Context: an optimization exercise on an open-source flow, tuned for a short achievable clock period and few clock cycles. The choices shown serve that exercise and are no tape-out recipe. Function was not checked in any run shown here: the RTL went through the layout flow alone. Power figures rest on the tool's default switching activity, not on a simulated workload.

<file path="flow/design.v">
module jcpu8 (
    input  wire        clk,
    input  wire        rst,         
    input  wire        stall,       
    output wire [15:0] mem_addr,
    output wire        mem_we,
    output wire [7:0]  mem_wdata,
    input  wire [7:0]  mem_rdata,
    input  wire [7:0]  io0,
    output wire        io_event,
    output wire [7:0]  io_value,
    output wire        fault
);
    localparam [3:0] ID_MOV = 4'h1, ID_LW  = 4'h2, ID_SW  = 4'h3, ID_LDA = 4'h4,
                     ID_PUSH = 4'h5, ID_POP = 4'h6, ID_JNZ = 4'h7, ID_ADD = 4'h8,
                     ID_ADC = 4'h9, ID_AND = 4'hA, ID_NOR = 4'hB, ID_CMP = 4'hC;
    localparam [2:0] EX_MOV = 3'd0, EX_AND = 3'd1, EX_NOR = 3'd2, EX_ADD = 3'd3,
                     EX_ADC = 3'd4, EX_CMP = 3'd5, EX_LDA = 3'd6;
    reg [7:0]  ra, rb, rc, rd, rl, rh, rf;
    reg [15:0] pc;          
    reg [15:0] sp;
    reg [7:0]  io_prev;
    reg        faulted;
    reg        pF, pA1, pA2, pM;    
    reg [15:0] addr_q;
    reg        we_q;
    reg        imm;
    reg        c_lw, c_sw, c_push, c_pop, c_jnz, c_three;
    reg [2:0]  c_eop;
    reg [7:0]  rf_sel;      
    reg [7:0]  arg1;
    reg [7:0]  a1_sel;      
    reg [8:0]  w_sel;       
    reg        ex_v;        
    reg        fl_v;        
    reg [2:0]  ex_op;
    reg [7:0]  ex_d;        
    reg [8:0]  ex_s;        
    reg [7:0]  ex_imm;
    reg [7:0]  ex_hi;       
    reg        ev_q;
    reg [7:0]  ev_val;
    wire active = !stall && !faulted;
    function automatic [7:0] onehot(input [7:0] c);
        begin
            onehot = 8'd0;
            case (c)
                8'd0: onehot[0] = 1'b1;
                8'd1: onehot[1] = 1'b1;
                8'd2: onehot[2] = 1'b1;
                8'd3: onehot[3] = 1'b1;
                8'd4: onehot[4] = 1'b1;
                8'd5: onehot[5] = 1'b1;
                8'd6: onehot[6] = 1'b1;
                default: onehot[7] = 1'b1;
            endcase
        end
    endfunction
    function automatic [7:0] rsel(input [7:0] s,
                                  input [7:0] a, input [7:0] b, input [7:0] c,
                                  input [7:0] d, input [7:0] l, input [7:0] h,
                                  input [7:0] f);
        begin
            rsel = ({8{s[0]}} & a) | ({8{s[1]}} & b) | ({8{s[2]}} & c) |
                   ({8{s[3]}} & d) | ({8{s[4]}} & l) | ({8{s[5]}} & h) |
                   ({8{s[6]}} & f) | {8{s[7]}};
        end
    endfunction
    function automatic [7:0] cmpbits(input [7:0] x, input [7:0] y);
        begin
            if (x > y)       cmpbits = 8'h02;
            else if (x == y) cmpbits = 8'h04;
            else             cmpbits = 8'h08;
        end
    endfunction
    function automatic is_defined(input [7:0] b);
        begin
            if (b[3:0] == ID_LW || b[3:0] == ID_SW)
                is_defined = 1'b1;
            else if (b[6:4] != 3'd0)
                is_defined = 1'b0;
            else case (b[3:0])
                ID_MOV, ID_ADD, ID_ADC, ID_AND, ID_NOR, ID_CMP,
                ID_PUSH, ID_JNZ: is_defined = 1'b1;
                ID_LDA:          is_defined = b[7];
                ID_POP:          is_defined = ~b[7];
                default:         is_defined = 1'b0;
            endcase
        end
    endfunction
    wire [7:0] wdata = rsel(w_sel[7:0], ra, rb, rc, rd, rl, rh, rf) | ({8{w_sel[8]}} & arg1);
    assign mem_addr  = addr_q;
    assign mem_we    = we_q;
    assign mem_wdata = wdata;
    assign io_event  = ev_q;
    assign io_value  = ev_val;
    assign fault     = faulted && !ev_q;
    wire [7:0]  rd_sel  = onehot(mem_rdata);
    wire [7:0]  x_rd    = rsel(rd_sel, ra, rb, rc, rd, rl, rh, rf);
    wire [7:0]  x_a1    = rsel(a1_sel, ra, rb, rc, rd, rl, rh, rf);
    wire [15:0] pc_inc  = pc + 16'd1;
    wire [15:0] sp_dec  = sp - 16'd1;
    wire [15:0] sp_inc  = sp + 16'd1;
    wire [15:0] ls_addr = imm ? {arg1, mem_rdata} : {x_a1, x_rd};
    wire [6:0]  nz = {(|rf) | fl_v, |rh, |rl, |rd, |rc, |rb, |ra};
    wire        nz_rd = |(rd_sel[6:0] & nz) | rd_sel[7];
    wire        taken = imm ? (|mem_rdata) : nz_rd;
    wire [3:0]  nid = mem_rdata[3:0];
    always @(posedge clk) begin
        if (rst) begin
            pF <= 1'b1; pA1 <= 1'b0; pA2 <= 1'b0; pM <= 1'b0;
            addr_q <= 16'd0; we_q <= 1'b0;
            pc <= 16'd0; sp <= 16'd0;
            io_prev <= 8'd0; faulted <= 1'b0;
        end else if (active) begin
            we_q <= 1'b0;
            if (pF) begin
                if (io0 != io_prev) io_prev <= io0;
                imm     <= mem_rdata[7];
                c_lw    <= nid == ID_LW;
                c_sw    <= nid == ID_SW;
                c_push  <= nid == ID_PUSH;
                c_pop   <= nid == ID_POP;
                c_jnz   <= nid == ID_JNZ;
                c_three <= !(nid == ID_PUSH || nid == ID_POP || nid == ID_JNZ);
                case (nid)
                    ID_AND:  c_eop <= EX_AND;
                    ID_NOR:  c_eop <= EX_NOR;
                    ID_ADD:  c_eop <= EX_ADD;
                    ID_ADC:  c_eop <= EX_ADC;
                    ID_CMP:  c_eop <= EX_CMP;
                    ID_LDA:  c_eop <= EX_LDA;
                    default: c_eop <= EX_MOV;
                endcase
                rf_sel  <= onehot({5'd0, mem_rdata[6:4]});
                if (!is_defined(mem_rdata)) faulted <= 1'b1;
                pc      <= pc_inc;
                addr_q  <= pc_inc;
                pF <= 1'b0; pA1 <= 1'b1;
            end
            if (pA1) begin
                arg1   <= mem_rdata;
                a1_sel <= rd_sel;
                pA1    <= 1'b0;
                if (c_three) begin
                    pc     <= pc_inc;
                    addr_q <= pc_inc;
                    pA2    <= 1'b1;
                end else if (c_push) begin
                    pc     <= pc_inc;
                    addr_q <= sp_dec;
                    we_q   <= sp_dec[15];
                    w_sel  <= imm ? 9'h100 : {1'b0, rd_sel};
                    pM     <= 1'b1;
                end else if (c_pop) begin
                    pc     <= pc_inc;
                    addr_q <= sp;
                    pM     <= 1'b1;
                end else begin
                    pc     <= taken ? {rh, rl} : pc_inc;
                    addr_q <= taken ? {rh, rl} : pc_inc;
                    pF     <= 1'b1;
                end
            end
            if (pA2) begin
                pc     <= pc_inc;
                pA2    <= 1'b0;
                if (c_lw || c_sw) begin
                    addr_q <= ls_addr;
                    we_q   <= c_sw && ls_addr[15];
                    w_sel  <= {1'b0, rf_sel};
                    pM     <= 1'b1;
                end else begin
                    addr_q <= pc_inc;
                    pF     <= 1'b1;
                end
            end
            if (pM) begin
                addr_q <= pc;
                pM     <= 1'b0;
                pF     <= 1'b1;
                if (c_push) begin
                    if (!sp_dec[15]) begin
                        faulted <= 1'b1;
                    end else begin
                        sp <= sp_dec;
                        if (sp_dec == 16'hFFFE) sp[7:0]  <= wdata;
                        if (sp_dec == 16'hFFFF) sp[15:8] <= wdata;
                    end
                end
                if (c_pop) sp <= sp_inc;
                if (c_sw) begin
                    if (!addr_q[15]) begin
                        faulted <= 1'b1;
                    end else begin
                        if (addr_q == 16'hFFFE) sp[7:0]  <= wdata;
                        if (addr_q == 16'hFFFF) sp[15:8] <= wdata;
                    end
                end
            end
        end
    end
    always @(posedge clk) begin
        if (rst) begin
            ev_q <= 1'b0;
        end else if (!stall) begin
            ev_q <= active && pF && io0 != io_prev;
        end
        if (!stall && pF) ev_val <= io0;
    end
    wire [7:0] x1  = rsel(ex_d, ra, rb, rc, rd, rl, rh, rf);
    wire [7:0] op2 = rsel(ex_s[7:0], ra, rb, rc, rd, rl, rh, rf) | ({8{ex_s[8]}} & ex_imm);
    wire       cin = (ex_op == EX_ADC) & rf[0];
    wire [8:0] sum = {1'b0, x1} + {1'b0, op2} + {8'd0, cin};
    wire [7:0] cmp = cmpbits(x1, op2);
    reg [7:0] res;
    always @* begin
        case (ex_op)
            EX_AND:  res = x1 & op2;
            EX_NOR:  res = ~(x1 | op2);
            EX_ADD, EX_ADC: res = sum[7:0];
            default: res = op2;
        endcase
    end
    wire ex_w   = ex_v && ex_op != EX_CMP && ex_op != EX_LDA;
    wire ex_add = ex_v && (ex_op == EX_ADD || ex_op == EX_ADC);
    always @(posedge clk) begin
        if (rst) begin
            ra <= 8'd0; rb <= 8'd0; rc <= 8'd0; rd <= 8'd0;
            rl <= 8'd0; rh <= 8'd0; rf <= 8'd0;
            ex_v <= 1'b0; fl_v <= 1'b0;
        end else if (active) begin
            if (ex_w && ex_d[0]) ra <= res;
            if (ex_w && ex_d[1]) rb <= res;
            if (ex_w && ex_d[2]) rc <= res;
            if (ex_w && ex_d[3]) rd <= res;
            if (ex_w && ex_d[4]) rl <= res;
            if (ex_w && ex_d[5]) rh <= res;
            if (ex_v && ex_op == EX_LDA) begin
                rh <= ex_hi;
                rl <= ex_imm;
            end
            if (ex_add) begin
                if (ex_d[6]) rf <= res | {7'd0, sum[8]};
                else         rf <= rf | {7'd0, sum[8]};
            end else if (ex_w && ex_d[6]) begin
                rf <= res;
            end else if (ex_v && ex_op == EX_CMP) begin
                rf <= cmp;
            end else if (fl_v) begin
                rf <= rf | cmp;
            end
            fl_v <= ex_add;
            ex_v <= 1'b0;
            if (pA2 && !(c_lw || c_sw)) begin
                ex_v   <= 1'b1;
                ex_op  <= c_eop;
                ex_d   <= a1_sel;
                ex_s   <= imm ? 9'h100 : {1'b0, rd_sel};
                ex_imm <= mem_rdata;
                ex_hi  <= arg1;
            end
            if (pM && (c_lw || c_pop)) begin
                ex_v   <= 1'b1;
                ex_op  <= EX_MOV;
                ex_d   <= c_lw ? rf_sel : a1_sel;
                ex_s   <= 9'h100;
                ex_imm <= mem_rdata;
            end
        end
    end
endmodule
</file>
<file path="flow/run.sh">
#!/bin/bash
# synth_recipe.tcl (not shown) runs the flow's synth.tcl, then flattens the netlist and writes it again
# the make line also repeats each setting of config.mk as NAME=value (left out here)
make -C /OpenROAD-flow-scripts/flow DESIGN_CONFIG=/design/flow/config.mk WORK_HOME=/design/flow/orfs CLKGATE_MAP_FILE= SYNTH_SCRIPT=/design/flow/synth_recipe.tcl finish
</file>
<file path="flow/config.mk">
export PLATFORM = sky130hd
export DESIGN_NAME = jcpu8
export DESIGN_NICKNAME = jcpu8
export VERILOG_FILES = /design/flow/design.v
export SDC_FILE = /design/flow/constraint.sdc
export NUM_CORES = 4
export LEC_CHECK = 0
export ABC_CLOCK_PERIOD_IN_PS = 2000
export CAP_MARGIN = 20
export CORE_MARGIN = 2
export CORE_UTILIZATION = 25
export GPL_ROUTABILITY_DRIVEN = 1
export PLACE_DENSITY = 0.45
export SETUP_SLACK_MARGIN = 4.0
export SLEW_MARGIN = 20
</file>
<file path="flow/constraint.sdc">
create_clock -name core_clock -period 6.0 [get_ports {clk}]
set_input_delay 1.2000 -clock core_clock [delete_from_list [all_inputs] [get_ports {clk}]]
set_output_delay 1.2000 -clock core_clock [all_outputs]
set_load 0.01 [all_outputs]
</file>
==> summary.txt, run 1 <==
Final layout
  • Finished Layout Cells: between 2,000 and 3,000
  • FF+latch area: around 5100 µm²
  • Final instance area: a little over 20,000 µm²
  • Final design utilization: 0.3575
  • Multi-input logic area: 10,220 µm²
  • Nets@finish: just under 2,000
  • ANT cells: 0
  • Share of layout cells above drive strength 1: 0.3534
  • # fillers: a little under 6,000
  • Area delta synth->final: 41.93%

Logic synthesis
  • Syn_nets: roughly 1,800
  • Post-synth top flop: dfxtp_1
  • Synth area leader: edfxtp_1
  • Mapped Area: about 14,000 µm²
  • Asr flop ratio synth: 0
  • Post-Synthesis Cells: approximately 1,700
  • Post-synth top area share: 0.1784
  • Post-synth EDFFs: 86
  • Netlist cell types: 90
  • Syn_area_per_cell: 8.311 µm²
  • Seq cells post-synth: about 210
  • Ranking of synthesized cells by area: edfxtp_1, dfxtp_1, a21oi_1
  • Post-synthesis sequential area ratio: 0.3457
  • Yosys warns: 1

Global route
  • Total GRT Usage: 0.2338
  • Vias in the first global route: ~15,000
  • Pin count of the biggest net entering global routing: 54
  • First-pass GRT wire length: 105,300 µm
  • Initial antenna violation count: 1
  • GR Overflow Total: 0

Routing
  • DRC: 0
  • Routed Antenna Nets: 0
  • Wire length per cell: between 20 and 30 µm
  • Post-Route WL: 72,620 µm
  • Via count: ~16,000
  • TritonRoute pass-1 iters: 9
  • Via density: about 6.0
  • Initial DRC count: 1,796

Worst hold path
  • HP Class: reg2reg

Clock tree
  • CTS root buffer: clkbuf_16
  • Clock Sinks: roughly 210
  • Hold buffers post-CTS: 0
  • CTS tree: done
  • Clock latency on the worst-skew pair: roughly 0.57 ns
  • Bufs on Longest Clock Path: 3
  • H-tree Lvls: 1
  • CTS Buf Count: 26
  • Reg clk slew, reported paths: approximately 0.07 ns

Critical path
  • Reg-to-reg slack, setup: 2.59 ns
  • Critical-path maximum fanout: 5
  • Crit end category: register
  • CP startpoint kind: register
  • Crit Path Category: reg2reg
  • Arrival time at the worst endpoint: 3.90 ns
  • Worst EP required: approximately 6.5 ns

Die
  • Core area: between 50,000 and 60,000 µm²
  • Row count: 88
  • Chip width: 244.6 µm
  • Starting Density: 0.2519
  • IO Count: 54
  • Die height: between 200 and 250 µm
  • Die ar.: between 50,000 and 60,000 µm²

Place
  • Detailed placement HPWL: 49,730 µm
  • Gp weighted congestion: approximately 0.96
  • Dpl cell area: approximately 16,000 µm²
  • Post-placement cell count: between 2,000 and 2,500
  • PortBufs: between 50 and 60
  • Post-place setup slack: 1.228 ns

Timing
  • Final period util: 0.5678
  • Slew @ Worst Pin: about 1.1 ns
  • Post-layout min period: about 3.4 ns
  • Final worst slack: approximately 2.6 ns
  • Final setup viols: 0
  • Setup TNS: 0 ns
  • Slew Limit Fails: 0
  • Hold Fails Final Rpt: 0
  • Final Skew: ~0.02 ns
  • F_max: between 0.2 and 0.3 GHz
  • Rel. slew slack: 0.2649
  • RSZ-0062 raised after global routing: true

Job
  • MaxCap Viol Count: 0

Power and ir drop
  • Pwr dens: slightly below 200 nW/µm²
  • LEAKAGE: approximately 7.3 nW
  • Peak supply drop: roughly 0.2 mV

Outcome
  • Status: no timing/DRC/antenna violations
## synthesized netlist by cell type, types with 22 or more instances
library cell,n
inv_1,51
nand4_1,40
a211oi_1,34
o21ai_0,93
nor4_1,26
nand3_1,52
edfxtp_1,86
nand2b_1,24
xnor2_1,31
nor3_1,35
nor2_1,168
dfxtp_1,121
clkbuf_1,127
ha_1,29
a221oi_1,43
and3_1,22
a22oi_1,30
mux2i_1,44
a22o_1,30
nand2_1,148
a21oi_1,130
## per-stage QoR
step                total power [mW]  hold WS [ns]
floorplan                      1.914        0.4416
global placement               2.117        0.4640
detailed placement             2.118        0.4699
CTS                            4.002        0.5029
global route                   4.182        0.5291
finish                         4.060        0.5013
## worst max-delay path, cell delays in order, from the launching register on
cell	delay, ns
edfxtp_1	0.54
a22o_1	0.28
a221oi_2	0.18
nand4_1	0.24
fa_2	0.44
nor2b_4	0.15
o2111a_2	0.28
or4_4	0.51
a31oi_4	0.20
o211a_4	0.21
buf_12	0.12
nand2_4	0.05
a21oi_2	0.15
## registers in the layout, indices dropped and copies added (netlist names), 9 cells and up
name	count
addr_q	16
pc	16
sp	16
ex_s	9
w_sel	9
## where the power goes
part / internal (mW) / switching, mW / leakage, nW
combinational: 0.332 / 0.440 / 5.02
sequential: 1.50 / 0.0558 / 1.80
clock: 1.05 / 0.678 / 0.449
total: 2.89 / 1.17 / 7.27
## worst paths after layout
kind,from,end,depth (start not counted)
setup / recovery,ex_d[0],rl[5],12
hold / removal,ev_q,ev_q,2
setup reg to reg,ex_d[0],rl[5],12
hold reg to reg,ev_q,ev_q,2
## kinds of logic (layout without fill, tap and decap cells)
family	count (synthesis)	count (layout)	synth area share
AO/OA/AOI/OAI	578	578	0.2810
XOR/XNOR	39	39	0.02359
flip-flops	207	207	0.3457
AND/OR/NAND/NOR	613	614	0.2141
multiplexers	63	63	0.04909
adder cells (fa/ha/maj)	31	31	0.02783
buffers and inverters	211	412	0.05868
## cells in the final DEF, fill, tap and decap left out, types with 16 or more instances in the layout
master	count
xnor2_1	25
dfxtp_4	20
o21ai_1	27
mux2i_1	42
dfxtp_2	20
and3_1	16
nand3_1	38
ha_1	20
a21oi_1	98
edfxtp_1	86
nand2_1	134
nand2b_1	20
a22oi_1	27
o211ai_1	21
a222oi_1	17
nor2_1	153
clkbuf_16	27
nand4_1	40
inv_1	40
nor3_1	24
o21ai_0	59
buf_6	107
dfxtp_1	81
a21oi_2	31
nor4_1	19
a22o_1	30
buf_12	23
a221oi_1	24
buf_4	145
a211oi_1	19
## routing by layer
layer / global-route usage / share of wire / wire [µm] / vias up
li1: - / - / - / 7035
met1: 0.3234 / 0.42 / 30670 / 7984
met2: 0.3616 / 0.44 / 31890 / 909
met3: 0.03193 / 0.086 / 6231 / 195
met4: 0.1040 / 0.053 / 3815 / 2
met5: 0 / 0.00018 / 13 / -
## repair_timing
item,CTS,global route
gates resized for setup,510,129
cloned,7,0
setup endpoints to repair,277,214
setup buffers,179,48
pin swaps,131,116
## layout make-up
class                   instances  share of cell area
multi-input cells            1325              0.4972
repair inverters                1           0.0003653
well taps                     765             0.04658
repair buffers                308              0.1514
clock buffers                  32             0.03428
flip-flops and latches        207              0.2484
clock inverters                16             0.01053
inverters                      55             0.01120
==> run 2, diff against run 1 <==
--- a/flow/config.mk
+++ b/flow/config.mk
@@ -7,3 +7,2 @@
 export LEC_CHECK = 0
-export ABC_CLOCK_PERIOD_IN_PS = 2000
 export CAP_MARGIN = 20
@@ -13,3 +12,2 @@
 export PLACE_DENSITY = 0.45
-export SETUP_SLACK_MARGIN = 4.0
 export SLEW_MARGIN = 20
==> run 2 against run 1 <==
Effect of this change:
- largest cell class unchanged
- worst hold slack got worse by 0.024 ns
- non-clock buffer count decreased by 219
- die area stayed put
- count of clock-buffer cells in the layout grew 5
- global-route usage decreased by 1.2 points
==> summary.txt, run 2 <==
Critical path
  • Arrival time at the worst endpoint: between 4 and 5 ns
  • R2R Path Start: ex_d[0]
  • Critical-path maximum fanout: 17
  • Crit end category: register
  • CP startpoint kind: primary input
  • Worst R2R Path Depth: 13
  • Crit Path Category: in2reg
  • Worst R2R End: rl[6]
  • Reg-to-reg slack, setup: ~1.8 ns
  • Worst EP required: ~6.5 ns

Timing
  • Post-layout min period: about 4.3 ns
  • Setup TNS: 0 ns
  • Final worst slack: between 1.5 and 2 ns
  • Final period util: 0.7108
  • F_max: around 0.23 GHz
  • RSZ-0062 raised after global routing: false
  • Rel. slew slack: 0.2537
  • Slew Limit Fails: 0
  • Hold Fails Final Rpt: 0
  • Final setup viols: 0
  • Hold Slack: 0.4778 ns
  • Slew @ Worst Pin: roughly 1.1 ns
  • Final Skew: 0.02424 ns

Logic synthesis
  • Syn_nets: between 1,500 and 2,000
  • Seq cells post-synth: around 210
  • Ranking of synthesized cells by area: edfxtp_1, dfxtp_1, a21oi_1
  • Yosys warns: 1
  • Asr flop ratio synth: 0
  • Post-Synthesis Cells: ~1,700
  • Syn_area_per_cell: 8.311 µm²
  • Netlist cell types: 90
  • Synth area leader: edfxtp_1
  • Commonest cells in the netlist: nor2_1, nand2_1, a21oi_1, clkbuf_1, dfxtp_1
  • Post-synth top flop: dfxtp_1
  • Post-synth EDFFs: 86
  • Post-synth top area share: 0.1784
  • Post-synthesis sequential area ratio: 0.3457
  • Mapped Area: ~14,000 µm²
  • Most frequent cell after synthesis: nor2_1

Final layout
  • ANT cells: 0
  • Share of layout cells above drive strength 1: 0.08125
  • # fillers: ~6,200
  • Area delta synth->final: 13.64%
  • Nets@finish: ~1,800
  • Final design utilization: 0.2862
  • Biggest regs: addr_q (16), pc (16), sp (16)
  • Most common library cell in the layout ignoring fill and taps: nor2_1
  • Finished Layout Cells: roughly 2,500
  • Most frequent cells in the layout: nor2_1, nand2_1, a21oi_1

Routing
  • Via density: 6.025
  • DRC: 0
  • TritonRoute pass-1 iters: 6
  • Initial DRC count: around 1,900
  • Wire length per cell: about 28 µm
  • Via count: approximately 15,000
  • Post-Route WL: approximately 70,000 µm
  • Routed Antenna Nets: 0

Power and ir drop
  • Power share of the clock group: 0.437
  • Peak supply drop: 0.1808 mV
  • Seq pwr share: 0.423
  • Sw Ratio: 0.2909
  • LEAKAGE: approximately 5.5 nW
  • Net load switching power: roughly 1.1 mW
  • Cell internal pwr: approximately 2.6 mW
  • Combinational Power Share: 0.140
  • Pwr dens: approximately 220 nW/µm²

Die
  • IO Count: 54
  • Row count: 88
  • Starting Density: 0.2519
  • Chip width: around 240 µm
  • Die height: between 200 and 250 µm
  • Core area: 57,480 µm²
  • Die ar.: between 50,000 and 60,000 µm²

Clock tree
  • H-tree Lvls: 1
  • CTS root buffer: clkbuf_16
  • Resize count post-CTS: 0
  • Clock Sinks: around 210
  • Hold buffers post-CTS: 0
  • CTS tree: done
  • CTS Buf Count: 26
  • Reg clk slew, reported paths: roughly 0.060 ns
  • Clock latency on the worst-skew pair: slightly below 0.6 ns
  • Setup Fix Bufs, Post-CTS: 0
  • Bufs on Longest Clock Path: 3

Job
  • MaxCap Viol Count: 0

Worst hold path
  • HP Class: reg2reg
  • Hold EP: ev_q
  • Worst hold start: ev_q
  • Worst hold path depth: 2

Place
  • Detailed placement HPWL: between 40,000 and 50,000 µm
  • PortBufs: 53
  • Post-placement cell count: between 2,000 and 2,500
  • Gp weighted congestion: 0.9554
  • Post-place setup slack: 1.199 ns

Global route
  • Initial antenna violation count: 0
  • First-pass GRT wire length: 99,550 µm
  • Total GRT Usage: 0.2214
  • Vias in the first global route: between 10,000 and 15,000
  • Pin count of the biggest net entering global routing: 54
  • GR Overflow Total: 0

Outcome
  • Status: no timing/DRC/antenna violations
## run 2: cell counts after synthesis
No cell type changed its count.
## run 2: power groups by stage
| stage | clock network [mW] | logic (mW) | registers, mW |
|---|---|---|---|
| finish | 1.61 | 0.519 | 1.57 |
| global route | 1.69 | 0.552 | 1.57 |
| CTS | 1.63 | 0.507 | 1.56 |
| detailed placement | 0 | 0.505 | 1.59 |
| global placement | 0 | 0.506 | 1.59 |
| floorplan | 0 | 0.320 | 1.56 |
## run 2: how the worst max path moves through the flow
stage                 to         start  slack (ns)  depth (start not counted)
6_report           pc[2]  mem_rdata[5]        1.74                          9
5_1_grt            pc[2]  mem_rdata[5]        1.49                          9
4_1_cts        addr_q[6]  mem_rdata[5]        1.78                          9
3_5_place_dp   addr_q[6]  mem_rdata[5]        1.20                          9
3_3_place_gp       pc[2]  mem_rdata[5]        1.26                          9
2_1_floorplan    ex_d[0]         stall        1.22                          4
## run 2: cell families after synthesis
group,Yosys count,synth area share
DFF,207,0.3457
muxes,63,0.04909
AOI/OAI and AO/OA,578,0.2810
and+or+nand+nor,613,0.2141
adders and majority gates,31,0.02783
xor gates and xnor gates,39,0.02359
buffers and inverters,211,0.05868
## run 2: layer usage
metal / GRT usage / vias up / part of all wire
met1: 0.3181 / 7407 / 0.44
met5: 0 / - / 0
li1: - / 6550 / -
met4: 0.07676 / 0 / 0.037
met2: 0.3352 / 892 / 0.43
met3: 0.03346 / 142 / 0.094
## run 2: through the flow
step	power, mW	instance area, µm²
after CTS	3.703	16450
after detailed placement	2.097	15600
after global routing	3.809	16450
after global placement	2.098	15600
final	3.699	16450
after floorplan	1.881	14480
## run 2: layout make-up
cell class / instances / area, µm² / area share
clock buffers: 37 / 733.2 / 0.04457
multi-input cells: 1324 / 8635 / 0.5248
well taps: 765 / 957.2 / 0.05818
inverters: 55 / 207.7 / 0.01262
clock inverters: 11 / 116.4 / 0.007073
flip-flops and latches: 207 / 5005 / 0.3042
repair buffers: 89 / 798.3 / 0.04852
## run 2: worst max-delay path, cell delays in order
cell	delay, ns
clkdlybuf4s50_1	0.66
or4_4	0.75
nor2_2	0.42
nand3_1	0.16
and4_1	0.24
buf_4	0.19
a211oi_4	0.70
o21ai_1	0.12
a32o_1	0.28
==> run 3, diff against run 2 <==
--- a/flow/design.v
+++ b/flow/design.v
@@ -26,4 +26,5 @@
     reg        we_q;
+    reg [7:0]  wd_q;
     reg        imm;
-    reg        c_lw, c_sw, c_push, c_pop, c_jnz, c_three;
+    reg        c_lw, c_sw, c_push, c_pop, c_three;
     reg [2:0]  c_eop;
@@ -32,3 +33,2 @@
     reg [7:0]  a1_sel;      
-    reg [8:0]  w_sel;       
     reg        ex_v;        
@@ -37,7 +37,16 @@
     reg [7:0]  ex_d;        
-    reg [8:0]  ex_s;        
-    reg [7:0]  ex_imm;
+    reg [7:0]  x1_q;        
+    reg [7:0]  op2_q;       
     reg [7:0]  ex_hi;       
+    reg        ex_s_reg;    
+    reg        ex_s_same;   
+    reg        ex_s_f;      
+    reg [7:0]  res_q;       
+    reg        fl_d_f;      
+    reg        fl_d_inv;    
+    reg        fl_s_reg, fl_s_same, fl_s_f;
+    reg [7:0]  fl_op2;
     reg        ev_q;
     reg [7:0]  ev_val;
+    reg        fault_q;
     wire active = !stall && !faulted;
@@ -90,9 +99,8 @@
     endfunction
-    wire [7:0] wdata = rsel(w_sel[7:0], ra, rb, rc, rd, rl, rh, rf) | ({8{w_sel[8]}} & arg1);
     assign mem_addr  = addr_q;
     assign mem_we    = we_q;
-    assign mem_wdata = wdata;
+    assign mem_wdata = wd_q;
     assign io_event  = ev_q;
     assign io_value  = ev_val;
-    assign fault     = faulted && !ev_q;
+    assign fault     = fault_q;
     wire [7:0]  rd_sel  = onehot(mem_rdata);
@@ -100,2 +108,4 @@
     wire [7:0]  x_a1    = rsel(a1_sel, ra, rb, rc, rd, rl, rh, rf);
+    wire [7:0]  x_rf    = rsel(rf_sel, ra, rb, rc, rd, rl, rh, rf);
+    wire [7:0]  opv     = imm ? mem_rdata : x_rd;
     wire [15:0] pc_inc  = pc + 16'd1;
@@ -103,6 +113,9 @@
     wire [15:0] sp_inc  = sp + 16'd1;
+    wire        sp_ffff = &sp;             
+    wire        sp_zero = ~|sp;            
     wire [15:0] ls_addr = imm ? {arg1, mem_rdata} : {x_a1, x_rd};
-    wire [6:0]  nz = {(|rf) | fl_v, |rh, |rl, |rd, |rc, |rb, |ra};
-    wire        nz_rd = |(rd_sel[6:0] & nz) | rd_sel[7];
+    wire [7:0]  nz = {1'b1, (|rf) | fl_v, |rh, |rl, |rd, |rc, |rb, |ra};
+    wire        nz_rd = nz[mem_rdata[2:0]] | (|mem_rdata[7:3]);
     wire        taken = imm ? (|mem_rdata) : nz_rd;
+    wire        push_wait = fl_v && !imm && rd_sel[6];
     wire [3:0]  nid = mem_rdata[3:0];
@@ -123,3 +136,2 @@
                 c_pop   <= nid == ID_POP;
-                c_jnz   <= nid == ID_JNZ;
                 c_three <= !(nid == ID_PUSH || nid == ID_POP || nid == ID_JNZ);
@@ -143,3 +155,2 @@
                 a1_sel <= rd_sel;
-                pA1    <= 1'b0;
                 if (c_three) begin
@@ -147,9 +158,13 @@
                     addr_q <= pc_inc;
+                    pA1    <= 1'b0;
                     pA2    <= 1'b1;
                 end else if (c_push) begin
-                    pc     <= pc_inc;
-                    addr_q <= sp_dec;
-                    we_q   <= sp_dec[15];
-                    w_sel  <= imm ? 9'h100 : {1'b0, rd_sel};
-                    pM     <= 1'b1;
+                    if (!push_wait) begin
+                        pc     <= pc_inc;
+                        addr_q <= sp_dec;
+                        we_q   <= sp_dec[15];
+                        wd_q   <= opv;
+                        pA1    <= 1'b0;
+                        pM     <= 1'b1;
+                    end
                 end else if (c_pop) begin
@@ -157,2 +172,3 @@
                     addr_q <= sp;
+                    pA1    <= 1'b0;
                     pM     <= 1'b1;
@@ -161,2 +177,3 @@
                     addr_q <= taken ? {rh, rl} : pc_inc;
+                    pA1    <= 1'b0;
                     pF     <= 1'b1;
@@ -170,3 +187,3 @@
                     we_q   <= c_sw && ls_addr[15];
-                    w_sel  <= {1'b0, rf_sel};
+                    wd_q   <= x_rf;
                     pM     <= 1'b1;
@@ -186,4 +203,4 @@
                         sp <= sp_dec;
-                        if (sp_dec == 16'hFFFE) sp[7:0]  <= wdata;
-                        if (sp_dec == 16'hFFFF) sp[15:8] <= wdata;
+                        if (sp_ffff) sp[7:0]  <= wd_q;
+                        if (sp_zero) sp[15:8] <= wd_q;
                     end
@@ -195,4 +212,4 @@
                     end else begin
-                        if (addr_q == 16'hFFFE) sp[7:0]  <= wdata;
-                        if (addr_q == 16'hFFFF) sp[15:8] <= wdata;
+                        if (addr_q == 16'hFFFE) sp[7:0]  <= wd_q;
+                        if (addr_q == 16'hFFFF) sp[15:8] <= wd_q;
                     end
@@ -202,7 +219,13 @@
     end
+    wire fault_set = active && ((pF && !is_defined(mem_rdata)) ||
+                                (pM && c_push && !sp_dec[15]) ||
+                                (pM && c_sw && !addr_q[15]));
+    wire ev_next   = active && pF && io0 != io_prev;
     always @(posedge clk) begin
         if (rst) begin
-            ev_q <= 1'b0;
+            ev_q    <= 1'b0;
+            fault_q <= 1'b0;
         end else if (!stall) begin
-            ev_q <= active && pF && io0 != io_prev;
+            ev_q    <= ev_next;
+            fault_q <= (faulted || fault_set) && !ev_next;
         end
@@ -210,7 +233,4 @@
     end
-    wire [7:0] x1  = rsel(ex_d, ra, rb, rc, rd, rl, rh, rf);
-    wire [7:0] op2 = rsel(ex_s[7:0], ra, rb, rc, rd, rl, rh, rf) | ({8{ex_s[8]}} & ex_imm);
     wire       cin = (ex_op == EX_ADC) & rf[0];
-    wire [8:0] sum = {1'b0, x1} + {1'b0, op2} + {8'd0, cin};
-    wire [7:0] cmp = cmpbits(x1, op2);
+    wire [8:0] sum = {1'b0, x1_q} + {1'b0, op2_q} + {8'd0, cin};
     reg [7:0] res;
@@ -218,8 +238,12 @@
         case (ex_op)
-            EX_AND:  res = x1 & op2;
-            EX_NOR:  res = ~(x1 | op2);
+            EX_AND:  res = x1_q & op2_q;
+            EX_NOR:  res = ~(x1_q | op2_q);
             EX_ADD, EX_ADC: res = sum[7:0];
-            default: res = op2;
+            default: res = op2_q;
         endcase
     end
+    wire [7:0] fl_x1  = fl_d_inv ? 8'hFF : fl_d_f ? rf : res_q;
+    wire [7:0] fl_y   = !fl_s_reg ? fl_op2 : fl_s_same ? fl_x1 : fl_s_f ? rf : fl_op2;
+    wire [7:0] fl_cmp = cmpbits(fl_x1, fl_y);
+    wire [7:0] ex_cmp = cmpbits(x1_q, op2_q);
     wire ex_w   = ex_v && ex_op != EX_CMP && ex_op != EX_LDA;
@@ -240,3 +264,3 @@
                 rh <= ex_hi;
-                rl <= ex_imm;
+                rl <= op2_q;
             end
@@ -248,15 +272,25 @@
             end else if (ex_v && ex_op == EX_CMP) begin
-                rf <= cmp;
+                rf <= ex_cmp;
             end else if (fl_v) begin
-                rf <= rf | cmp;
-            end
-            fl_v <= ex_add;
+                rf <= rf | fl_cmp;
+            end
+            fl_v      <= ex_add;
+            res_q     <= res;
+            fl_d_f    <= ex_d[6];
+            fl_d_inv  <= ex_d[7];
+            fl_s_reg  <= ex_s_reg;
+            fl_s_same <= ex_s_same;
+            fl_s_f    <= ex_s_f;
+            fl_op2    <= op2_q;
             ex_v <= 1'b0;
             if (pA2 && !(c_lw || c_sw)) begin
-                ex_v   <= 1'b1;
-                ex_op  <= c_eop;
-                ex_d   <= a1_sel;
-                ex_s   <= imm ? 9'h100 : {1'b0, rd_sel};
-                ex_imm <= mem_rdata;
-                ex_hi  <= arg1;
+                ex_v      <= 1'b1;
+                ex_op     <= c_eop;
+                ex_d      <= a1_sel;
+                x1_q      <= x_a1;
+                op2_q     <= opv;
+                ex_hi     <= arg1;
+                ex_s_reg  <= !imm;
+                ex_s_same <= !imm && rd_sel[6:0] == a1_sel[6:0] && !a1_sel[7];
+                ex_s_f    <= !imm && rd_sel[6];
             end
@@ -266,4 +300,3 @@
                 ex_d   <= c_lw ? rf_sel : a1_sel;
-                ex_s   <= 9'h100;
-                ex_imm <= mem_rdata;
+                op2_q  <= mem_rdata;
             end
--- a/flow/config.mk
+++ b/flow/config.mk
@@ -7,2 +7,3 @@
 export LEC_CHECK = 0
+export ABC_CLOCK_PERIOD_IN_PS = 2000
 export CAP_MARGIN = 20
@@ -12,2 +13,3 @@
 export PLACE_DENSITY = 0.45
+export SETUP_SLACK_MARGIN = 4.0
 export SLEW_MARGIN = 20
==> run 3 against run 2 <==
Effect of this change:
- still clean on timing, DRC and antenna
- combinational power increased by 87%
- total power up 25%
- worst hold slack got worse by 0.031 ns
- die area increased by 5.8%
- flip-flop and latch count is 23 higher
- clock skew up 0.0062 ns
- register-to-register slack better by 1.2 ns
- setup slack better by 1.1 ns
- utilization rose by 7.8 points
- synthesized area is 5.9% higher
- highest routed layer is now met5
==> summary.txt, run 3 <==
Place
  • PortBufs: 53
  • Detailed placement HPWL: 49,630 µm
  • Gp weighted congestion: 0.9304

Global route
  • Total GRT Usage: 0.2358
  • Initial antenna violation count: 3
  • Pin count of the biggest net entering global routing: 51
  • Vias in the first global route: 16,300
  • First-pass GRT wire length: roughly 110,000 µm
  • GR Overflow Total: 0

Timing
  • F_max: between 0.3 and 0.4 GHz
  • Post-layout min period: about 3.1 ns
  • Hold Slack: 0.4471 ns
  • Slew @ Worst Pin: 1.066 ns
  • RSZ-0062 raised after global routing: true
  • Final setup viols: 0
  • Hold Fails Final Rpt: 0
  • Final period util: 0.5219
  • Setup TNS: 0 ns
  • Rel. slew slack: 0.2882
  • Slew Limit Fails: 0
  • Final Skew: 0.03044 ns

Power and ir drop
  • Net load switching power: 1.413 mW
  • Power share of the clock group: 0.406
  • Sw Ratio: 0.3055
  • Pwr dens: 210.1 nW/µm²
  • Combinational Power Share: 0.210
  • Cell internal pwr: roughly 3.2 mW
  • Seq pwr share: 0.384
  • LEAKAGE: roughly 7.9 nW
  • Peak supply drop: about 0.28 mV

Die
  • IO Count: 54
  • Die height: around 250 µm
  • Die ar.: 63,340 µm²
  • Core area: between 60,000 and 70,000 µm²
  • Chip width: 251.7 µm
  • Starting Density: 0.2536
  • Row count: 90

Logic synthesis
  • Mux contribution to synthesized area: 0.04585
  • Post-Synth XOR/XNOR Area: 0.02342
  • Ranking of synthesized cells by area: edfxtp_1, dfxtp_1, a21oi_1
  • Commonest cells in the netlist: nor2_1, nand2_1, a21oi_1, o21ai_0, clkbuf_1
  • Yosys warns: 1
  • Post-synthesis sequential area ratio: 0.3707
  • Adder-Cell Fraction of Synth Area: 0.03198
  • Post-synth EDFFs: 108
  • Syn_nets: around 1,900
  • Largest family of logic cells by synthesized area: compound AO/OA/AOI/OAI gates
  • Post-synth top flop: dfxtp_1
  • Syn_area_per_cell: around 8.3 µm²
  • Asr flop ratio synth: 0
  • Synth Area in Compound Gates: 0.2837
  • Seq cells post-synth: 230
  • Post-Synthesis Cells: 1,855
  • Netlist cell types: 85
  • Post-Synth Simple-Gate Area: 0.1919
  • Most frequent cell after synthesis: nor2_1
  • Mapped Area: ~15,000 µm²
  • Post-synth top area share: 0.2115
  • Synth area leader: edfxtp_1

Clock tree
  • Clock latency on the worst-skew pair: ~0.6 ns
  • CTS root buffer: clkbuf_16
  • Clock Sinks: between 200 and 250
  • Bufs on Longest Clock Path: 3
  • Reg clk slew, reported paths: roughly 0.060 ns
  • CTS Buf Count: 29
  • CTS tree: done
  • H-tree Lvls: 1

Outcome
  • Status: no timing/DRC/antenna violations

Critical path
  • Crit Path Category: in2reg
  • Slowest-stage cell, CP: or4_4
  • Arrival time at the worst endpoint: 3.60 ns
  • CP cell instances: buf_12 > or4_4 > buf_6 > buf_12 > nor3_4 > buf_6 > nand2_8 > mux2i_1 > a221oi_2 > a221o_1 > o2111ai_2 > a32o_1
  • Reg-to-reg slack, setup: approximately 3.0 ns
  • Worst EP required: 6.47 ns
  • Crit end category: register
  • CP startpoint kind: primary input
  • Max stage delay on crit path: approximately 0.58 ns
  • Critical-path maximum fanout: 5

Final layout
  • Area delta synth->final: 43.53%
  • Biggest regs: addr_q (16), pc (16), sp (16)
  • Share of layout cells above drive strength 1: 0.3587
  • Most common library cell in the layout ignoring fill and taps: buf_4
  • Most frequent cells in the layout: buf_4, nor2_1, nand2_1
  • # fillers: approximately 6,000
  • Nets@finish: 2,122

Routing
  • Routed Antenna Nets: 0
  • DRC: 0
  • Via density: 5.946
  • TritonRoute pass-1 iters: 6
  • Initial DRC count: between 2,000 and 2,500
  • Wire length per cell: 26.93 µm
  • Via count: around 17,000
  • Post-Route WL: 77,400 µm

Worst hold path
  • HP Class: reg2reg

Job
  • MaxCap Viol Count: 0
## run 3: cell count changes after synthesis, sizes merged, moves of 11 or more
| cell | previous run | this run |
|---|---|---|
| nand3 | 52 | 70 |
| a22o | 30 | 17 |
| a222oi | 17 | 0 |
| o21ai | 103 | 143 |
| nand2 | 148 | 166 |
| edfxtp | 86 | 108 |
| a21oi | 130 | 165 |
| and3 | 22 | 11 |
| nand4 | 41 | 21 |
| nor2 | 170 | 190 |
| o22ai | 10 | 27 |
| a211oi | 35 | 55 |
## run 3: cells by family after synthesis
logic type	Yosys count
AOI/OAI and AO/OA	655
and+or+nand+nor	621
DFF	230
buffers and inverters	210
muxes	60
xor gates and xnor gates	41
adders and majority gates	38
## run 3: power groups by stage
stage	clock network [mW]	registers (mW)	logic [mW]
floorplan	0	1.77	0.472
global placement	0	1.82	0.667
detailed placement	0	1.82	0.667
CTS	1.91	1.77	0.872
global route	1.97	1.78	1.02
finish	1.88	1.77	0.971
## run 3: critical path: cells and delay by family
family | cells | cell delay [ns]
AO/OA/AOI/OAI | 4 | 0.91
buffers and inverters | 4 | 0.55
multiplexers | 1 | 0.18
AND/OR/NAND/NOR | 3 | 0.76
## run 3: path summary, 6_finish.rpt
path                            cells after the start        end          from
worst max-delay path                               12  addr_q[0]  mem_rdata[5]
worst min-delay path                                0   fl_d_inv       ex_d[7]
worst max register to register                     12      rl[6]      ex_op[1]
worst min register to register                      0   fl_d_inv       ex_d[7]
## run 3: layout make-up
| type | instances | area (µm²) | share of cell area |
|---|---|---|---|
| repair buffers | 318 | 3159 | 0.1435 |
| flip-flops and latches | 230 | 5784 | 0.2628 |
| well taps | 782 | 978.4 | 0.04445 |
| multi-input cells | 1425 | 10810 | 0.4912 |
| clock buffers | 33 | 750.7 | 0.03411 |
| diodes | 4 | 10.01 | 0.0004548 |
| clock inverters | 21 | 245.2 | 0.01114 |
| inverters | 61 | 271.5 | 0.01234 |
## run 3: timing repair
| action | in CTS | in global routing |
|---|---|---|
| pin swaps | 143 | 96 |
| hold buffers | 0 | 0 |
| cloned | 15 | 0 |
| setup buffers | 169 | 65 |
| resized for setup | 586 | 141 |
| setup endpoints to repair | 305 | 211 |
## run 3: layer usage
layer / vias up / share of wire / track usage
li1: 7433 / - / -
met1: 8427 / 0.39 / 0.3057
met2: 1000 / 0.46 / 0.3762
met3: 228 / 0.091 / 0.03807
met4: 2 / 0.057 / 0.1257
met5: - / 0.00017 / 0
## run 3: per-stage QoR
step,cell area [µm²],power (mW),cells,util,setup WS [ns]
global route,22000,4.774,2871,0.3639,2.823
global placement,16820,2.486,2567,0.2781,1.110
floorplan,16060,2.240,1855,-,2.615
CTS,20920,4.554,2805,0.3460,2.952
detailed placement,16820,2.486,2567,0.2781,1.087
finish,22010,4.624,2874,0.3640,2.869
==> run 4, diff against run 3 <==
--- a/flow/config.mk
+++ b/flow/config.mk
@@ -7,3 +7,3 @@
 export LEC_CHECK = 0
-export ABC_CLOCK_PERIOD_IN_PS = 2000
+export ABC_CLOCK_PERIOD_IN_PS = 1500
 export CAP_MARGIN = 20
@@ -13,3 +13,4 @@
 export PLACE_DENSITY = 0.45
-export SETUP_SLACK_MARGIN = 4.0
+export SETUP_SLACK_MARGIN = 4.5
 export SLEW_MARGIN = 20
+export TNS_END_PERCENT = 100
==> run 4 against run 3 <==
Effect of this change:
- still clean on timing, DRC and antenna
- setup slack got worse by 0.017 ns
- worst hold slack lost 0.019 ns
- register-to-register slack got worse by 0.09 ns
- synthesized area stayed put
- clock skew fell by 0.018 ns
- final cell count rose by 2.3%
- via count increased by 3.9%
- maximum frequency shrank 0.55%
- synthesized cell count unchanged
- die area unchanged
- non-clock buffer count is 59 higher
- critical path type unchanged
- critical endpoint is now pc[6]
- highest routed layer unchanged
==> summary.txt, run 4 <==
Global route
  • Initial antenna violation count: 2
  • Total GRT Usage: 0.2414
  • GR Overflow Total: 0
  • Pin count of the biggest net entering global routing: 63
  • First-pass GRT wire length: 114,200 µm
  • Vias in the first global route: ~17,000

Logic synthesis
  • Yosys warns: 1
  • Post-synthesis sequential area ratio: 0.3707
  • Post-Synthesis Cells: about 1,900
  • Asr flop ratio synth: 0
  • Seq cells post-synth: between 200 and 250
  • Syn_area_per_cell: a little over 8 µm²
  • Post-synth EDFFs: approximately 110
  • Post-synth top area share: 0.2115
  • Most frequent cell after synthesis: nor2_1
  • Mapped Area: around 15,000 µm²
  • Netlist cell types: 85
  • Post-synth top flop: dfxtp_1
  • Syn_nets: 1,912
  • Commonest cells in the netlist: nor2_1, nand2_1, a21oi_1, o21ai_0, clkbuf_1
  • Synth area leader: edfxtp_1
  • Ranking of synthesized cells by area: edfxtp_1, dfxtp_1, a21oi_1

Job
  • MaxCap Viol Count: 0

Routing
  • Via density: between 6 and 7
  • DRC: 0
  • Top sig layer: met5
  • Met1 wire length: 32,620 µm
  • Via count: about 18,000
  • Post-Route WL: 81,480 µm
  • Routed Antenna Nets: 0
  • TritonRoute pass-1 iters: 9
  • Initial DRC count: ~1,900
  • Wire length per cell: ~28 µm
  • Metal3 WL: ~8000 µm
  • Met2 WL: 35,790 µm

Timing
  • Final period util: 0.5247
  • Setup TNS: 0 ns
  • F_max: between 0.3 and 0.4 GHz
  • Final Skew: around 0.012 ns
  • Rel. slew slack: 0.3894
  • Slew Limit Fails: 0
  • Slew @ Worst Pin: approximately 0.91 ns
  • Hold Fails Final Rpt: 0
  • RSZ-0062 raised after global routing: true
  • Hold Slack: roughly 0.43 ns
  • Final setup viols: 0
  • Post-layout min period: approximately 3.1 ns

Critical path
  • Critical-path maximum fanout: 4
  • CP bufs+invs: 3
  • Top cell by count, worst path: buf_6
  • Max stage delay on crit path: ~0.56 ns
  • CP cell instances: buf_6 > buf_6 > or4_4 > nor3_1 > a31o_4 > bufbuf_16 > nor2_1 > a21oi_4 > a21oi_1 > a2111oi_1
  • Arrival time at the worst endpoint: between 3 and 4 ns
  • Worst R2R Path Depth: 9
  • Top Family by Delay on Critical Path: simple AND/OR/NAND/NOR gates
  • CP startpoint kind: primary input
  • Crit Path Category: in2reg
  • Slowest-stage cell, CP: or4_4
  • Cell count along the critical path: 10
  • Worst EP required: 6.48 ns
  • Crit end category: register

Place
  • PortBufs: 53
  • Gp weighted congestion: 0.9530
  • Detailed placement HPWL: a little over 50,000 µm
  • Post-placement cell count: 2,567

Clock tree
  • Clock latency on the worst-skew pair: about 0.6 ns
  • CTS tree: done
  • H-tree Lvls: 1
  • CTS root buffer: clkbuf_16
  • Bufs on Longest Clock Path: 3
  • Clock Sinks: 230
  • CTS Buf Count: 31
  • Reg clk slew, reported paths: ~0.07 ns

Die
  • Chip width: roughly 250 µm
  • Starting Density: 0.2536
  • Die ar.: 63,340 µm²
  • Die height: between 200 and 300 µm
  • IO Count: 54
  • Row count: 90
  • Core area: between 60,000 and 70,000 µm²

Final layout
  • Finished Layout Cells: about 2,900
  • Biggest regs: addr_q (16), pc (16), sp (16)
  • Multi-input logic area: roughly 11,000 µm²
  • Share of layout cells above drive strength 1: 0.3854
  • Area delta synth->final: 50.80%
  • Most frequent cells in the layout: buf_4, nor2_1, nand2_1
  • Most common library cell in the layout ignoring fill and taps: buf_4
  • FF+latch area: between 5000 and 6000 µm²
  • # fillers: between 5,000 and 6,000
  • Final design utilization: 0.3825
  • Nets@finish: 2,188

Power and ir drop
  • LEAKAGE: about 8.4 nW
  • Cell internal pwr: 3.208 mW
  • Sw Ratio: 0.3183
  • Pwr dens: between 200 and 250 nW/µm²
  • Peak supply drop: about 0.19 mV
  • Seq pwr share: 0.378
  • Power share of the clock group: 0.403
  • Combinational Power Share: 0.219
  • Net load switching power: roughly 1.5 mW

Worst hold path
  • Worst hold path depth: 0
  • HP Class: reg2reg

Outcome
  • Status: no timing/DRC/antenna violations
run 4: cell counts after synthesis:
No cell type changed its count.
run 4: final cells by class:
| class | instances | area share |
|---|---|---|
| multi-input cells | 1427 | 0.4762 |
| repair inverters | 3 | 0.003300 |
| well taps | 782 | 0.04231 |
| inverters | 61 | 0.01298 |
| diodes | 2 | 0.0002164 |
| repair buffers | 377 | 0.1705 |
| clock buffers | 33 | 0.03387 |
| flip-flops and latches | 230 | 0.2503 |
| clock inverters | 25 | 0.01023 |
run 4: logic make-up (layout without fill, tap and decap cells):
kind of cell | after synthesis | in the layout | share of synthesized area
simple gates | 621 | 631 | 0.1919
mux | 60 | 60 | 0.04585
other cells | 0 | 2 | 0
fa+ha+maj | 38 | 38 | 0.03198
buf+inv | 210 | 499 | 0.05246
compound gates | 655 | 657 | 0.2837
flops | 230 | 230 | 0.3707
xor+xnor | 41 | 41 | 0.02342
run 4: final timing paths:
check | slack, ns | endpoint | start
worst max register to register | 2.93 | addr_q[14] | pc[0]
worst min-delay path | 0.43 | fl_d_inv | ex_d[7]
worst max-delay path | 2.85 | pc[6] | mem_rdata[6]
worst min register to register | 0.43 | fl_d_inv | ex_d[7]
run 4: per-layer routing:
metal | vias to the layer above | global-route usage
li1 | 7594 | -
met1 | 8746 | 0.3052
met2 | 1097 | 0.3792
met3 | 315 | 0.06077
met4 | 2 | 0.1259
met5 | - | 0
run 4: per-stage QoR:
stage | setup slack [ns] | power [mW] | cell area (µm²)
finish | 2.852 | 4.706 | 23130
global placement | 1.391 | 2.494 | 16930
CTS | 2.876 | 4.586 | 21410
global route | 2.808 | 4.842 | 23120
detailed placement | 1.298 | 2.494 | 16940
floorplan | 2.615 | 2.251 | 16250
run 4: what timing repair did:
action	CTS	global route
endpoints found under the setup margin	341	327
cloned	14	12
resized for setup	550	218
hold buffers	0	0
buffers inserted	217	70
pin swaps	133	126
run 4: power by group through the flow:
| stage | clock (mW) | combinational (mW) | sequential [mW] |
|---|---|---|---|
| 2_1_floorplan | 0 | 0.481 | 1.77 |
| 3_3_place_gp | 0 | 0.671 | 1.82 |
| 3_5_place_dp | 0 | 0.672 | 1.82 |
| 4_1_cts | 1.93 | 0.886 | 1.77 |
| 5_1_grt | 1.98 | 1.08 | 1.78 |
| 6_report | 1.90 | 1.03 | 1.78 |

==> static timing again, ports no longer ideal <==
Ports are ideal in the flow. The routed layouts listed here were re-timed in OpenROAD. Step 1: set_driving_cell puts a clkbuf_16 on clk and a buf_2 on each other input, an assumption about the parent block. Step 2 moves the port delays by t, midway between the first and last clock arrival at a register: inputs arrive t later, outputs are due t later. That takes back most of the time a late clock gives input paths. a / b / c = ideal / step 1 / step 2; a / b = the first two.
run	t, ns	setup WS [ns]	hold WS [ns]	worst setup path at the end
run 1	0.619	2.593 / 2.593 / 2.340	0.501 / 0.501 / 0.501	input to register
run 2	0.629	1.735 / 1.739 / 1.110	0.478 / 0.478 / 0.478	input to register
run 3	0.646	2.869 / 2.884 / 2.238	0.447 / 0.447 / 0.447	input to register
run 4	0.653	2.852 / 2.881 / 2.228	0.428 / 0.428 / 0.428	input to register
After both steps every run listed still meets setup and hold. The setup slack of run 3, which loses most, moves by +0.015 ns with the drivers and by -0.631 ns with both steps.
